Source: an optimization exercise on an open RTL-to-GDS flow (aim: small area, a short achievable clock period and few clock cycles per item). Production flows keep margins and buffers that such runs may drop. Only simulation tests tie the RTL to the original design; equivalence was not proved. No activity file was given, so power comes from the tool's default toggle rates.

==> flow/constraint.sdc <==
create_clock -name core_clock -period 7.0 [get_ports {clk}]
set_input_delay 1.4000 -clock core_clock [delete_from_list [all_inputs] [get_ports {clk}]]
set_output_delay 1.4000 -clock core_clock [all_outputs]
set_load 0.01 [all_outputs]
==> flow/design.v <==
module rgbe_channel (
    input  wire [7:0]  m,
    input  wire [7:0]  e,
    input  wire        mode,
    output reg  [31:0] f
);
    wire [63:0] pattern = {8{m}};
    reg [2:0] lz;
    always @(*) begin
        casez (m)
            8'b1???????: lz = 3'd0;
            8'b01??????: lz = 3'd1;
            8'b001?????: lz = 3'd2;
            8'b0001????: lz = 3'd3;
            8'b00001???: lz = 3'd4;
            8'b000001??: lz = 3'd5;
            8'b0000001?: lz = 3'd6;
            default:     lz = 3'd7;
        endcase
    end
    wire [63:0] norm = pattern << lz;
    wire [23:0] sig  = norm[63:40];      
    wire [39:0] rest = norm[39:0];       
    wire signed [10:0] exp_b = $signed({3'b000, e}) - 11'sd2 - $signed({8'b0, lz});
    wire        cr_guard = rest[39];
    wire        cr_round_n = cr_guard;                
    wire [24:0] cr_sig_n = {1'b0, sig} + {24'd0, cr_round_n};
    wire        cr_carry = cr_sig_n[24];
    wire [7:0]  cr_exp_n = exp_b[7:0] + {7'd0, cr_carry};
    wire [22:0] cr_frac_n = cr_carry ? 23'd0 : cr_sig_n[22:0];
    wire signed [10:0] sub_sh_s = 11'sd1 - exp_b;
    wire [3:0]  sub_sh = sub_sh_s[3:0];
    wire [63:0] cr_ext = {sig, rest} >> sub_sh;
    wire [23:0] cr_sub_q = cr_ext[63:40];
    wire        cr_sub_g = cr_ext[39];
    wire        cr_sub_round = cr_sub_g;              
    wire [31:0] cr_sub = {8'd0, cr_sub_q} + {31'd0, cr_sub_round};
    wire [31:0] cr_norm = {1'b0, cr_exp_n, cr_frac_n};
    wire [31:0] cr_res  = (exp_b >= 11'sd1) ? cr_norm : cr_sub;
    wire [23:0] q_sig = cr_carry ? 24'h800000 : cr_sig_n[23:0];
    wire signed [10:0] q_exp = exp_b + $signed({10'd0, cr_carry});
    wire [31:0] st_norm = {1'b0, q_exp[7:0], q_sig[22:0]};
    wire signed [10:0] st_sh_s = 11'sd1 - q_exp;
    wire [3:0]  st_sh = st_sh_s[3:0];
    wire [47:0] st_ext = {q_sig, 24'd0} >> st_sh;
    wire [23:0] st_sub_q = st_ext[47:24];
    wire        st_g = st_ext[23];
    wire        st_s = |st_ext[22:0];
    wire        st_round = st_g & (st_s | st_sub_q[0]);
    wire [31:0] st_sub = {8'd0, st_sub_q} + {31'd0, st_round};
    wire [31:0] st_res = (q_exp >= 11'sd1) ? st_norm : st_sub;
    always @(*) begin
        if (m == 8'd0)
            f = 32'd0;
        else if (mode)
            f = st_res;
        else
            f = cr_res;
    end
endmodule
module rgbe2rgba (
    input  wire        clk,
    input  wire        rst,         
    input  wire        in_valid,
    output wire        in_ready,
    input  wire [31:0] in_rgbe,     
    input  wire        in_mode,     
    output wire        out_valid,
    input  wire        out_ready,
    output wire [31:0] out_r,
    output wire [31:0] out_g,
    output wire [31:0] out_b,
    output wire [31:0] out_a
);
    localparam [31:0] ONE = 32'h3F800000;
    reg        s1_valid;
    reg [31:0] s1_rgbe;
    reg        s1_mode;
    reg        s2_valid;
    reg [31:0] s2_r, s2_g, s2_b;
    wire s2_load = !s2_valid || out_ready;
    wire s1_load = !s1_valid || s2_load;
    assign in_ready = s1_load;
    always @(posedge clk) begin
        if (rst) begin
            s1_valid <= 1'b0;
        end else if (s1_load) begin
            s1_valid <= in_valid;
        end
        if (s1_load && in_valid) begin
            s1_rgbe <= in_rgbe;
            s1_mode <= in_mode;
        end
    end
    wire [31:0] f_r, f_g, f_b;
    rgbe_channel u_r (.m(s1_rgbe[7:0]),   .e(s1_rgbe[31:24]), .mode(s1_mode), .f(f_r));
    rgbe_channel u_g (.m(s1_rgbe[15:8]),  .e(s1_rgbe[31:24]), .mode(s1_mode), .f(f_g));
    rgbe_channel u_b (.m(s1_rgbe[23:16]), .e(s1_rgbe[31:24]), .mode(s1_mode), .f(f_b));
    always @(posedge clk) begin
        if (rst) begin
            s2_valid <= 1'b0;
        end else if (s2_load) begin
            s2_valid <= s1_valid;
        end
        if (s2_load && s1_valid) begin
            s2_r <= f_r;
            s2_g <= f_g;
            s2_b <= f_b;
        end
    end
    assign out_valid = s2_valid;
    assign out_r = s2_r;
    assign out_g = s2_g;
    assign out_b = s2_b;
    assign out_a = ONE;
endmodule
==> flow/run.sh <==
#!/bin/bash
# synth_recipe.tcl (not shown) runs the flow's synth.tcl, then flattens the netlist and writes it again
# the make line also repeats each setting of config.mk as NAME=value (left out here)
make -C /OpenROAD-flow-scripts/flow DESIGN_CONFIG=/design/flow/config.mk WORK_HOME=/design/flow/orfs CLKGATE_MAP_FILE= SYNTH_SCRIPT=/design/flow/synth_recipe.tcl finish
==> flow/config.mk <==
export PLATFORM = sky130hd
export DESIGN_NAME = rgbe2rgba
export DESIGN_NICKNAME = rgbe2rgba
export VERILOG_FILES = /design/flow/design.v
export SDC_FILE = /design/flow/constraint.sdc
export NUM_CORES = 4
export LEC_CHECK = 0
export CAP_MARGIN = 20
export CORE_MARGIN = 2
export CORE_UTILIZATION = 40
export SLEW_MARGIN = 20
==> qor.csv, run 1 <==
metric,value,unit
status,"complete, no violations",
synth-adder-area-share,0.0250,
synth-xor-area-share,0.0854,
pre_cts_slack,-0.0716,ns
design_area,24800,µm²
synthFlopType,edfxtp_1,
finalPower,5.92,mW
worst_pin_slew,1.21,ns
critical_path.max_stage_delay,0.56,ns
synth_area,21200,µm²
whs,0.526,ns
r2r_end,s2_g[18],
postSynthCellCount,2843,
clk_pin_slew,0.07,ns
dieHeight,234,µm
min_from,s1_valid,
fin_ws,0.326,ns
avgRoutedWirePerCell,26.9,µm
critPathKind,reg -> reg,
sw_frac_of_total,0.517,
seq_area_frac_synth,0.180,
peakVddDrop,0.192,mV
power_frac_seq,0.159,
multiInputGateArea,16400,µm²
cellPowerDensity,238,nW/µm²
register_area,3820,µm²
place_congestion,1.01,
core.rowCount,84,
cts_buffers,17,
drtIter0Drc,3384,
hold_path.class,reg -> reg,
drtPass1Iterations,6,
synth_top_family_by_area,compound AO/OA/AOI/OAI gates,
ff2ff_path_depth,26,
period_share,0.953,
dp_hpwl,77200,µm
setup_viol,0,
grt_max_degree,63,
drive_above_1_share,0.139,
synth_compound_area_frac,0.335,
track_usage,0.352,
timing.final.hold_violations,0,
synthSimpleGateAreaFrac,0.263,
cts.path.max_buffers,2,
synth_edf_count,126,
dpl_cell_area,23800,µm²
endpoint,s2_g[18],
intPower,2.86,mW
pwr-share-comb,0.681,
synthArstFlopShare,0,
routed_wl,99000,µm
grt_pass1_wl,147000,µm
via_per_inst,6.74,
fin_skew,0.0249,ns
finalMaxSlewViolations,0,
totalNegativeSetupSlack,0,ns
n_fill_cell,5233,
critPathTopFamily,compound AO/OA/AOI/OAI gates,
muxShareOfSynthArea,0.0433,
crit_required,7.27,ns
crit_buf_inv,3,
crit_start,s1_rgbe[13],
reg2reg_from,s1_rgbe[13],
cts.sinks,128,
route.vias.total,24800,
root_buffer,clkbuf_16,
rrSetupSlack,0.33,ns
antenna_cells,0,
antenna_found_initial,0,
avgSynthCellArea,7.45,µm²
drc_errors,0,
dieArea,54800,µm²
critPathSlowestCell,mux4_2,
ios,167,
power.leakage,8.85,nW
synthToLayoutAreaGrowth,17.2,%
synth_cell_types,134,
first_global_vias,22900,
worstPathArrival,6.94,ns
clock_latency,0.49,ns
grt-ovfl-total,0,
yosysWarnings,2,
min_period,6.67,ns
p_switching,3.06,mW
die_x,234,µm
endpoint_kind,register,
maxCapViolCount,0,
power.share.clock,0.160,
synth_seq_cells,128,
start_kind,register,
nets,3060,
crit_fanout,22,
antenna_left,0,
htreeDepth,4,
io_buffers,131,
tritoncts,done,
coreArea,52400,µm²
ctsHoldBuffers,0,
crit_top_cell,ha_1,
relSlewSlack,0.194,
max_freq,150,MHz
critical_path_cell_count,26,
initial_core_util,0.404,
-- synth_stat cells (all sizes together), types with 20 or more instances --
cell type / instances / area share
nand2: 281 / 0.050
nor2: 272 / 0.049
a21oi: 197 / 0.047
o21ai: 183 / 0.044
clkbuf: 140 / 0.025
edfxtp: 126 / 0.18
xnor2: 122 / 0.051
buf: 101 / 0.030
nand3: 101 / 0.024
nor3: 99 / 0.025
a211oi: 78 / 0.030
inv: 68 / 0.012
a31oi: 60 / 0.018
xor2: 57 / 0.024
nand4: 45 / 0.013
o211ai: 45 / 0.016
nor4: 44 / 0.018
mux2i: 43 / 0.020
nor2b: 43 / 0.013
o22ai: 41 / 0.012
ha: 35 / 0.021
o31ai: 35 / 0.013
nand2b: 33 / 0.0097
and2: 32 / 0.0095
and3: 31 / 0.0094
a21o: 29 / 0.010
o221ai: 22 / 0.0094
or2: 22 / 0.0065
a221oi: 21 / 0.0096
o32ai: 21 / 0.0090
a211o: 20 / 0.0083
-- kinds of logic after synthesis --
kind of cell | after synthesis
AND/OR/NAND/NOR | 1092
AO/OA/AOI/OAI | 1005
buffers and inverters | 314
XOR/XNOR | 189
flip-flops | 128
multiplexers | 72
adder cells (fa/ha/maj) | 41
other | 2
-- layer usage --
metal / track usage / share of wire / vias up
li1: - / - / 11200
met3: 0.0495 / 0.075 / 242
met4: 0.170 / 0.052 / 0
met2: 0.564 / 0.46 / 1416
met1: 0.464 / 0.42 / 12000
met5: 0 / 0 / -
-- state kept, by name (all words and copies together) (netlist names) --
name / flops
s1_mode: 1
s2_valid: 1
s2_g: 31
s2_r: 31
s1_rgbe: 32
s2_b: 31
s1_valid: 1
-- worst min path at each step --
stage	end	slack, ns	cells past startpoint
final	s2_valid	0.53	2
after global routing	s2_valid	0.57	2
after CTS	s2_valid	0.52	2
after detailed placement	s2_valid	0.51	2
after global placement	s2_valid	0.50	2
after floorplan	s2_valid	0.48	2
-- layout by cell type, fill, tap and decap left out, drive strengths merged, types with 20 or more instances in the layout --
cell / netlist / final
nand2b: 33 / 33
nand3: 101 / 101
and3: 31 / 31
edfxtp: 126 / 126
nor2b: 43 / 43
nor2: 272 / 272
ha: 35 / 35
nand2: 281 / 281
a211oi: 78 / 78
a221oi: 21 / 21
nor4: 44 / 44
inv: 68 / 73
o221ai: 22 / 22
a21o: 29 / 29
a31oi: 60 / 60
clkdlybuf4s50: 0 / 131
o32ai: 21 / 21
xnor2: 122 / 122
conb: 2 / 35
a211o: 20 / 20
o22ai: 41 / 41
o31ai: 35 / 35
a21oi: 197 / 197
o211ai: 45 / 45
nand4: 45 / 45
xor2: 57 / 57
and2: 32 / 32
buf: 101 / 200
or2: 22 / 22
o21ai: 183 / 183
mux2i: 43 / 43
nor3: 99 / 99
-- cell type report --
cell class              instances  share of cell area
multi-input cells            2434               0.661
well taps                     688              0.0347
repair buffers                331               0.115
flip-flops and latches        128               0.154
inverters                      73              0.0114
clock inverters                15             0.00685
clock buffers                  17              0.0171
-- power by group through the flow --
stage | registers, mW | logic (mW) | clock network (mW)
6_report | 0.943 | 4.03 | 0.946
5_1_grt | 0.947 | 4.26 | 0.991
4_1_cts | 0.943 | 3.80 | 0.965
3_5_place_dp | 0.959 | 3.78 | 0
3_3_place_gp | 0.958 | 3.82 | 0
2_1_floorplan | 0.965 | 2.52 | 0
-- worst reg2reg max path, cell delays in order, from the launching register on --
cell       delay (ns)
edfxtp_1         0.48
nor2b_1          0.21
a211o_2          0.40
a211oi_4         0.32
inv_1            0.09
ha_1             0.24
ha_1             0.26
and2_1           0.19
nand4_1          0.15
a211oi_1         0.07
ha_2             0.25
ha_1             0.34
buf_6            0.23
nand3_1          0.09
o21ai_0          0.14
a21oi_1          0.11
mux4_2           0.56
a221oi_4         0.37
and3_1           0.23
ha_1             0.26
inv_1            0.06
a31oi_1          0.18
a32oi_2          0.16
or2_4            0.34
and4bb_1         0.25
o21ai_1          0.09
a2111oi_2        0.39
-- through the flow --
stage | utilization | instances
2_1_floorplan | - | 2876
6_report | 0.474 | 3686
3_5_place_dp | 0.453 | 3627
5_1_grt | 0.474 | 3686
3_3_place_gp | 0.453 | 3626
4_1_cts | 0.465 | 3659
-- timing repair --
action | 4_1_cts | 5_1_grt
pin swaps | 0 | 5
resized for setup | 2 | 53
cloned | 0 | 0
setup endpoints to repair | 5 | 58
setup buffers | 0 | 27
endpoints found under the hold margin | 0 | 0
Testbench counts, summed over its fixed seeds: cycles 32,016, items 32,000.
==> inputs of run 2 (changes only) <==
==> flow/design.v (replaced) <==
module rgbe_channel (
    input  wire [7:0]  m,
    input  wire [7:0]  e,
    input  wire        mode,
    output wire [31:0] f
);
    reg [2:0] lz;
    always @(*) begin
        casez (m)
            8'b1???????: lz = 3'd0;
            8'b01??????: lz = 3'd1;
            8'b001?????: lz = 3'd2;
            8'b0001????: lz = 3'd3;
            8'b00001???: lz = 3'd4;
            8'b000001??: lz = 3'd5;
            8'b0000001?: lz = 3'd6;
            default:     lz = 3'd7;
        endcase
    end
    wire nz  = |m;
    wire all = &m;
    wire [3:0] thr    = {1'b0, lz} + 4'd3 - {3'd0, all};
    wire       normal = (e >= {4'd0, thr});
    wire [2:0]  amt = normal ? lz : (e[2:0] + 3'd5);
    wire [15:0] mm  = {m, m} << amt;
    wire [7:0]  rot = mm[15:8];
    wire [3:0] n = {1'b0, lz} + 4'd2 - e[3:0];
    reg  ones;
    always @(*) begin
        case (n)
            4'd0: ones = 1'b1;
            4'd1: ones = rot[6];
            4'd2: ones = &rot[6:5];
            4'd3: ones = &rot[6:4];
            4'd4: ones = &rot[6:3];
            4'd5: ones = &rot[6:2];
            4'd6: ones = &rot[6:1];
            4'd7: ones = &rot[6:0];
            default: ones = 1'b0;
        endcase
    end
    wire tie = mode & !normal & !rot[7] & rot[0] & ones;
    wire inc = rot[7] | tie;
    wire [7:0] lo = rot + {7'd0, inc};
    wire k22 = normal | (e[7:1] != 7'd0);
    wire k21 = normal | (e != 8'd0);
    wire [14:0] hi = all ? {!normal & e[0], !normal & !e[0], 13'd0}
                         : {rot[6] & k22, rot[5] & k21, rot[4:0], rot};
    wire [7:0] ex = (normal & nz) ? (e - 8'd2 - {5'd0, lz} + {7'd0, all}) : 8'd0;
    assign f = {1'b0, ex, hi, lo};
endmodule
module rgbe2rgba (
    input  wire        clk,
    input  wire        rst,         
    input  wire        in_valid,
    output wire        in_ready,
    input  wire [31:0] in_rgbe,     
    input  wire        in_mode,     
    output wire        out_valid,
    input  wire        out_ready,
    output wire [31:0] out_r,
    output wire [31:0] out_g,
    output wire [31:0] out_b,
    output wire [31:0] out_a
);
    localparam [31:0] ONE = 32'h3F800000;
    reg        s1_valid;
    reg [31:0] s1_rgbe;
    reg        s1_mode;
    wire s1_load = !s1_valid || out_ready;
    assign in_ready = s1_load;
    always @(posedge clk) begin
        if (rst) begin
            s1_valid <= 1'b0;
        end else if (s1_load) begin
            s1_valid <= in_valid;
        end
        if (s1_load) begin
            s1_rgbe <= in_rgbe;
            s1_mode <= in_mode;
        end
    end
    rgbe_channel u_r (.m(s1_rgbe[7:0]),   .e(s1_rgbe[31:24]), .mode(s1_mode), .f(out_r));
    rgbe_channel u_g (.m(s1_rgbe[15:8]),  .e(s1_rgbe[31:24]), .mode(s1_mode), .f(out_g));
    rgbe_channel u_b (.m(s1_rgbe[23:16]), .e(s1_rgbe[31:24]), .mode(s1_mode), .f(out_b));
    assign out_valid = s1_valid;
    assign out_a = ONE;
endmodule
==> run 2 against run 1 <==
Sequential cell count is 94 lower. Combinational power decreased by 71%. Count of clock-buffer cells in the layout fell by 12. Power is 71% lower. Now fails the layout checks on negative setup slack. Die area fell by 72%. Area after synthesis is 73% lower.
==> qor.csv, run 2 <==
metric,value,unit
cts.path.max_buffers,2,
final_cells,1176,
final_util,0.664,
dieArea,15200,µm²
crit_start,s1_rgbe[23],
synth_top_area_cell,edfxtp_1,
drc_errors,0,
reg2reg_from,s1_valid,
initial_core_util,0.410,
critPathKind,reg -> out,
avgSynthCellArea,8.52,µm²
max_freq,134,MHz
seq_area_frac_synth,0.177,
cts.sinks,34,
ff2ff_path_depth,2,
crit_top_cell,buf_4,
clock_latency,0.29,ns
synth_area_leaders,"edfxtp_1 (17%), ha_1 (14%), mux2i_1 (7.4%)",
nets,1104,
cts_buffers,5,
yosysMostFrequentCell,nor2_1,
power.leakage,4.25,nW
synthArstFlopShare,0,
grt_max_degree,36,
routed_wl,19400,µm
dp_hpwl,13700,µm
pre_cts_slack,-0.528,ns
antenna_found_initial,0,
synthTopCellsByCount,"nor2_1 (66), ha_1 (63), inv_1 (61), buf_4 (51), mux2i_1 (42)",
violations,negative setup slack,
grt-ovfl-total,0,
start_kind,register,
endpoint,out_b[6],
worstPathArrival,6.06,ns
grt_pass1_wl,29900,µm
clk_pin_slew,0.06,ns
endpoint_kind,primary output,
die_x,123,µm
setup_viol,12,
root_buffer,clkbuf_16,
yosysWarnings,2,
largest_reg_flops,32,
track_usage,0.247,
grt_setup_unrepaired,yes,
core.rowCount,43,
n_fill_cell,1070,
multiInputGateArea,4670,µm²
min_period,7.46,ns
fin_ws,-0.461,ns
synth_edf_count,33,
rrSetupSlack,5.83,ns
final_common_cell,buf_4,
power.share.clock,0.172,
status,failed layout checks,
synth_seq_cells,34,
ios,167,
antenna_left,0,
drtIter0Drc,291,
fin_skew,0.00534,ns
hold_path.class,reg -> reg,
p_switching,0.671,mW
coreArea,13900,µm²
crit_required,5.60,ns
top_regs,"s1_rgbe: 32 flops, s1_mode: 1 flops, s1_valid: 1 flops",
peakVddDrop,0.130,mV
timing.final.hold_violations,0,
register_area,1010,µm²
sw_frac_of_total,0.391,
period_share,1.07,
final_cell_mix,"buf_4 (214), clkdlybuf4s50_1 (96), nor2_1 (59)",
cellPowerDensity,185,nW/µm²
placed_cells,1081,
synth_top_cell_area_share,0.174,
power_frac_seq,0.150,
place_congestion,0.933,
synth_area,5710,µm²
whs,0.891,ns
synthToLayoutAreaGrowth,62.1,%
intPower,1.05,mW
tritoncts,done,
ctsHoldBuffers,0,
first_global_vias,6285,
postSynthCellCount,670,
relSlewSlack,0.535,
drive_above_1_share,0.374,
worst_pin_slew,0.692,ns
critPathSlowestCell,fa_1,
via_per_inst,5.32,
crit_fanout,5,
route.vias.total,6256,
maxCapViolCount,0,
antenna_cells,0,
avgRoutedWirePerCell,16.5,µm
io_buffers,131,
drtPass1Iterations,5,
dieHeight,123,µm
r2r_end,s1_rgbe[8],
finalMaxSlewViolations,0,
htreeDepth,2,
synth_cell_types,84,
finalPower,1.72,mW
synthFlopType,edfxtp_1,
critical_path.max_stage_delay,0.53,ns
top_register,s1_rgbe,
pwr-share-comb,0.678,
[run 2: cell types whose count changed in the layout (fill, tap and decap cells not counted), sizes merged, moves of 93 or more]
cell,change
a21oi,-171
o21ai,-148
nor2,-204
edfxtp,-93
nand2,-255
xnor2,-95
[run 2: cell type report]
cell class | instances | area share
inverter | 61 | 0.0247
clock buffer | 5 | 0.0135
multi-input combinational | 540 | 0.504
timing repair buffer | 353 | 0.316
tap | 180 | 0.0243
sequential | 34 | 0.109
clock inverter | 3 | 0.00743
[run 2: cells by family (layout without fill, tap and decap cells)]
group | after synthesis | count (layout) | share of synthesized area
mux | 57 | 57 | 0.110
flops | 34 | 34 | 0.177
other cells | 2 | 35 | 0.00132
xor+xnor | 49 | 49 | 0.0752
buf+inv | 129 | 422 | 0.120
compound gates | 146 | 146 | 0.182
simple gates | 181 | 181 | 0.164
fa+ha+maj | 72 | 72 | 0.170
[run 2: power by group through the flow]
| stage | registers (mW) | logic [mW] | clock network [mW] |
|---|---|---|---|
| 2_1_floorplan | 0.258 | 0.588 | 0 |
| 3_3_place_gp | 0.260 | 1.06 | 0 |
| 3_5_place_dp | 0.260 | 1.07 | 0 |
| 4_1_cts | 0.257 | 1.12 | 0.299 |
| 5_1_grt | 0.259 | 1.26 | 0.307 |
| 6_report | 0.258 | 1.16 | 0.295 |
[run 2: how the worst min path moves through the flow]
stage,endpoint,slack [ns],cells after the start,start
3_3_place_gp,s1_valid,0.86,3,s1_valid
2_1_floorplan,s1_valid,1.38,2,s1_valid
5_1_grt,s1_mode,0.95,2,s1_valid
6_report,s1_rgbe[24],0.89,2,s1_valid
3_5_place_dp,s1_valid,0.88,3,s1_valid
4_1_cts,s1_rgbe[25],0.90,2,s1_valid
[run 2: per-layer routing]
layer	vias to the layer above	wire length, µm	track usage
met5	-	0	0
met4	0	662	0.104
met3	61	1110	0.0263
met2	281	9650	0.435
met1	2946	7970	0.304
li1	2968	-	-
[run 2: worst max-delay path: cells and delay by family (launching register included)]
family | cells | cell delay, ns
AOI/OAI and AO/OA | 9 | 1.51
xor gates and xnor gates | 1 | 0.13
adders and majority gates | 6 | 1.40
buffers and inverters | 8 | 1.01
DFF | 1 | 0.44
muxes | 2 | 0.30
and+or+nand+nor | 4 | 0.95
[run 2: through the flow]
stage	setup TNS, ns	instance area, µm²
3_3_place_gp	-1.81	7970
5_1_grt	-8.00	9260
2_1_floorplan	-0.0592	5880
3_5_place_dp	-4.43	7970
4_1_cts	-1.11	8970
6_report	-2.11	9260
[run 2: repair_timing]
item	4_1_cts	5_1_grt
setup endpoints to repair	25	46
gates resized for setup	128	90
pin swaps	47	34
buffers inserted	69	20
Testbench counts of run 2, summed over its fixed seeds: cycles 32,008, items 32,000.
==> inputs of run 3 (changes only) <==
==> flow/design.v (replaced) <==
module rgbe_channel (
    input  wire [7:0]  m,
    input  wire [7:0]  e,
    input  wire        mode,
    output wire [31:0] f
);
    integer k, i;
    wire nz  = |m;
    wire all = &m;
    wire [7:0] z;
    assign z[0] = 1'b1;
    genvar g;
    generate
        for (g = 1; g < 8; g = g + 1) begin : g_z
            assign z[g] = (m[7:8-g] == 0);
        end
    endgenerate
    reg [2:0] lz;
    always @(*) begin
        lz = 3'd7;
        for (k = 6; k >= 0; k = k - 1)
            if (z[k] && m[7-k]) lz = k[2:0];
        lz = lz;
    end
    wire [9:0] eq;
    generate
        for (g = 0; g < 10; g = g + 1) begin : g_eq
            assign eq[g] = (e == g);
        end
    endgenerate
    wire ebig = (e[7:4] != 4'd0) | (e[3:1] == 3'b101) | (e[3:2] == 2'b11);
    wire [7:0] ge;
    assign ge[7] = ebig;
    assign ge[6] = ebig;
    assign ge[5] = ge[6] | eq[9];
    assign ge[4] = ge[5] | eq[8];
    assign ge[3] = ge[4] | eq[7];
    assign ge[2] = ge[3] | eq[6];
    assign ge[1] = ge[2] | eq[5];
    assign ge[0] = ge[1] | eq[4];
    wire [7:0] a;
    generate
        for (g = 0; g < 8; g = g + 1) begin : g_a
            wire lzk = z[g] & m[7-g];
            wire tail = (g + 3 <= 9) ? (eq[(g + 3) % 10] & z[g]) : 1'b0;
            wire low  = (g >= 5) ? eq[(g + 3) % 8] : 1'b0;
            assign a[g] = !all & ((lzk & ge[g]) | tail | low);
        end
    endgenerate
    reg normal;
    always @(*) begin
        normal = (ebig & nz) | (all & !eq[0] & !eq[1]);
        for (k = 3; k <= 9; k = k + 1)
            normal = normal | (eq[k] & !z[k - 2]);
    end
    reg [7:0] rot;
    always @(*) begin
        rot = 8'd0;
        for (k = 0; k < 8; k = k + 1)
            for (i = 0; i < 8; i = i + 1)
                rot[i] = rot[i] | (a[k] & m[(i - k + 8) % 8]);
    end
    wire fix = mode & (((m[7:6] == 2'b01) & m[0] & eq[3]) |
                       (m[7] & ((eq[2] & (m[1:0] == 2'b10)) |
                                (eq[1] & (m[2:0] == 3'b101)) |
                                (eq[0] & (m[3:0] == 4'b1011)))));
    wire inc = rot[7] | fix;
    wire [7:0] lo = rot + {7'd0, inc};
    wire [14:0] hi = {(rot[6] & !eq[0] & !eq[1]) | (all & eq[1]),
                      (rot[5] & !eq[0]) | (all & eq[0]),
                      rot[4:0], rot};
    wire [3:0] kk = all ? 4'd1 : {1'b0, lz} + 4'd2;
    wire [7:0] ex = normal ? (e - {4'd0, kk}) : 8'd0;
    assign f = {1'b0, ex, hi, lo};
endmodule
module rgbe2rgba (
    input  wire        clk,
    input  wire        rst,         
    input  wire        in_valid,
    output wire        in_ready,
    input  wire [31:0] in_rgbe,     
    input  wire        in_mode,     
    output wire        out_valid,
    input  wire        out_ready,
    output wire [31:0] out_r,
    output wire [31:0] out_g,
    output wire [31:0] out_b,
    output wire [31:0] out_a
);
    localparam [31:0] ONE = 32'h3F800000;
    reg        s1_valid;
    reg [31:0] s1_rgbe;
    reg        s1_mode;
    wire s1_load = !s1_valid || out_ready;
    assign in_ready = s1_load;
    always @(posedge clk) begin
        if (rst) begin
            s1_valid <= 1'b0;
        end else if (s1_load) begin
            s1_valid <= in_valid;
        end
        if (s1_load) begin
            s1_rgbe <= in_rgbe;
            s1_mode <= in_mode;
        end
    end
    rgbe_channel u_r (.m(s1_rgbe[7:0]),   .e(s1_rgbe[31:24]), .mode(s1_mode), .f(out_r));
    rgbe_channel u_g (.m(s1_rgbe[15:8]),  .e(s1_rgbe[31:24]), .mode(s1_mode), .f(out_g));
    rgbe_channel u_b (.m(s1_rgbe[23:16]), .e(s1_rgbe[31:24]), .mode(s1_mode), .f(out_b));
    assign out_valid = s1_valid;
    assign out_a = ONE;
endmodule
==> run 3 against run 2 <==
Now clean on timing, DRC and antenna. Sequential share of layout area is 5.1 points higher. Non-clock buffer count is 213 lower. Largest power group unchanged. Critical path type unchanged. Clock skew is 0.0030 ns lower. Cell count is 22% lower. Utilization is 14 points lower. First-iteration DRC count is 75% higher. Critical path depth is 19 lower. Synthesized cell count is 0.15% higher. Count of clock-buffer cells in the layout is 1 higher.
==> qor.csv, run 3 <==
metric,value,unit
core.rowCount,40,
synth_area,5010,µm²
hold_depth,2,
maxCapViolCount,0,
htreeDepth,2,
drtPass1Iterations,6,
fin_ws,0.886,ns
drtIter0Drc,508,
r2r_end,s1_rgbe[9],
cts.path.max_buffers,2,
synth_cell_types,68,
ff2ff_path_depth,2,
tritoncts,done,
ios,167,
fin_skew,0.00231,ns
final_common_cell,clkdlybuf4s50_1,
pre_cts_slack,1.30,ns
drive_above_1_share,0.0360,
setup_viol,0,
design_area,6300,µm²
endpoint_kind,primary output,
grt_max_degree,36,
clk_pin_slew,0.05,ns
avgRoutedWirePerCell,19.8,µm
synth_top_cell_area_share,0.198,
peakVddDrop,0.116,mV
drc_errors,0,
min_to,s1_mode,
finalMaxSlewViolations,0,
whs,0.874,ns
top_regs,"s1_rgbe: 32 flops, s1_mode: 1 flops, s1_valid: 1 flops",
seq_area_frac_synth,0.202,
dieArea,13400,µm²
first_global_vias,5390,
clock_latency,0.29,ns
worstPathArrival,4.71,ns
worst_pin_slew,0.977,ns
reg2reg_from,s1_valid,
start_kind,register,
synthFlopType,edfxtp_1,
initial_core_util,0.414,
min_from,s1_valid,
root_buffer,clkbuf_16,
placed_cells,911,
relSlewSlack,0.344,
route.vias.total,5622,
synth_seq_cells,34,
antenna_left,0,
via_per_inst,6.12,
synthTopCellsByCount,"nand2_1 (72), nor2_1 (61), buf_4 (50), clkbuf_1 (43)",
nets,811,
die_x,116,µm
hold_path.class,reg -> reg,
grt_pass1_wl,28300,µm
top_register,s1_rgbe,
period_share,0.873,
rrSetupSlack,5.86,ns
dpl_cell_area,6150,µm²
totalNegativeSetupSlack,0,ns
avgSynthCellArea,7.47,µm²
grt-ovfl-total,0,
largest_reg_flops,32,
dieHeight,116,µm
routed_wl,18200,µm
ctsHoldBuffers,0,
synth_top_area_cell,edfxtp_1,
antenna_found_initial,0,
final_cells,919,
track_usage,0.269,
post_cts_resized,0,
yosysMostFrequentCell,nand2_1,
io_buffers,131,
synthArstFlopShare,0,
min_period,6.11,ns
coreArea,12100,µm²
final_cell_mix,"clkdlybuf4s50_1 (131), nand2_1 (72), nor2_1 (61)",
antenna_cells,0,
postSynthCellCount,671,
cts_buffers,5,
critPathKind,reg -> out,
max_freq,164,MHz
final_util,0.520,
cts.sinks,34,
status,"complete, no violations",
cts_setup_buffers,0,
finalPower,0.981,mW
cellPowerDensity,156,nW/µm²
place_congestion,0.963,
timing.final.hold_violations,0,
synthToLayoutAreaGrowth,25.7,%
grt_setup_unrepaired,no,
crit_required,5.60,ns
crit_fanout,12,
power.leakage,2.38,nW
synth_area_leaders,"edfxtp_1 (20%), buf_4 (7.5%), nand2_1 (5.4%)",
synth_edf_count,33,
yosysWarnings,2,
dp_hpwl,13300,µm
-- run 3: logic make-up after synthesis --
| logic type | Yosys count | synth area share |
|---|---|---|
| DFF | 34 | 0.202 |
| adders and majority gates | 24 | 0.0644 |
| xor gates and xnor gates | 36 | 0.0629 |
| other | 2 | 0.00150 |
| buffers and inverters | 125 | 0.132 |
| and+or+nand+nor | 257 | 0.253 |
| AOI/OAI and AO/OA | 192 | 0.283 |
| muxes | 1 | 0.00200 |
-- run 3: critical path: stages (launching register included) --
cell	delay, ns
edfxtp_1	0.55
nor4_1	0.46
nand4_1	0.68
a221oi_1	0.80
a22oi_1	0.15
nand3_1	0.19
a21o_1	0.12
ha_1	0.19
nand4_1	0.11
nor4b_1	0.39
xor2_1	0.20
clkdlybuf4s50_1	0.57
-- run 3: final cells by class --
cell class	count	area, µm²
multi-input cells	545	3470
repair buffers	140	1380
clock inverters	2	8.76
clock buffers	6	129
well taps	168	210
flip-flops and latches	34	1010
inverters	24	90.1
fillers	1234	5810
-- run 3: worst max-delay path by stage --
stage / startpoint / end / slack, ns
after global placement: s1_rgbe[30] / out_b[7] / 1.36
after detailed placement: s1_rgbe[29] / out_b[6] / 1.30
after floorplan: s1_rgbe[30] / out_r[6] / 2.40
after global routing: s1_rgbe[29] / out_g[7] / 0.54
after CTS: s1_rgbe[29] / out_g[7] / 0.97
final: s1_rgbe[29] / out_g[7] / 0.89
-- run 3: power by group --
part           internal, mW  leakage, nW  switching, mW
clock network         0.130       0.0683         0.0823
logic                 0.249         1.97          0.228
registers             0.240        0.350         0.0516
-- run 3: metal layers --
metal | vias to the layer above | global-route usage | wire length, µm
met5 | - | 0 | 0
met4 | 0 | 0.112 | 489
met3 | 46 | 0.0528 | 1660
met2 | 366 | 0.419 | 8430
met1 | 2635 | 0.366 | 7630
li1 | 2575 | - | -
Testbench counts of run 3, summed over its fixed seeds: cycles 32,008, items 32,000.

-- port drivers added, routing unchanged --
In the flow no input, the clock included, has a driving cell. The finished layouts below were timed again as built, in two steps. Step 1 assumes that a clkbuf_16 drives the clock port and a buf_2 every other input. Step 2 times the ports against the registers' clock, not the clock port: input delays grow and output delays shrink by t, the midpoint of the rising clock arrivals with the driver on. a / b / c = no drivers / after step 1 / after step 2; a / b = the first two.
run | t (ns) | setup WS [ns] | worst register clock-pin slew, ns | worst data-port slew with drivers (ns) | pins driven straight from the clock port
run 1 | 0.536 | 0.326 / 0.326 / 0.326 | 0.08 / 0.08 | 0.05 | 1
run 2 | 0.322 | -0.461 / -0.499 / -0.177 | 0.06 / 0.06 | 0.06 | 1
run 3 | 0.325 | 0.886 / 0.849 / 1.173 | 0.05 / 0.05 | 0.06 | 1
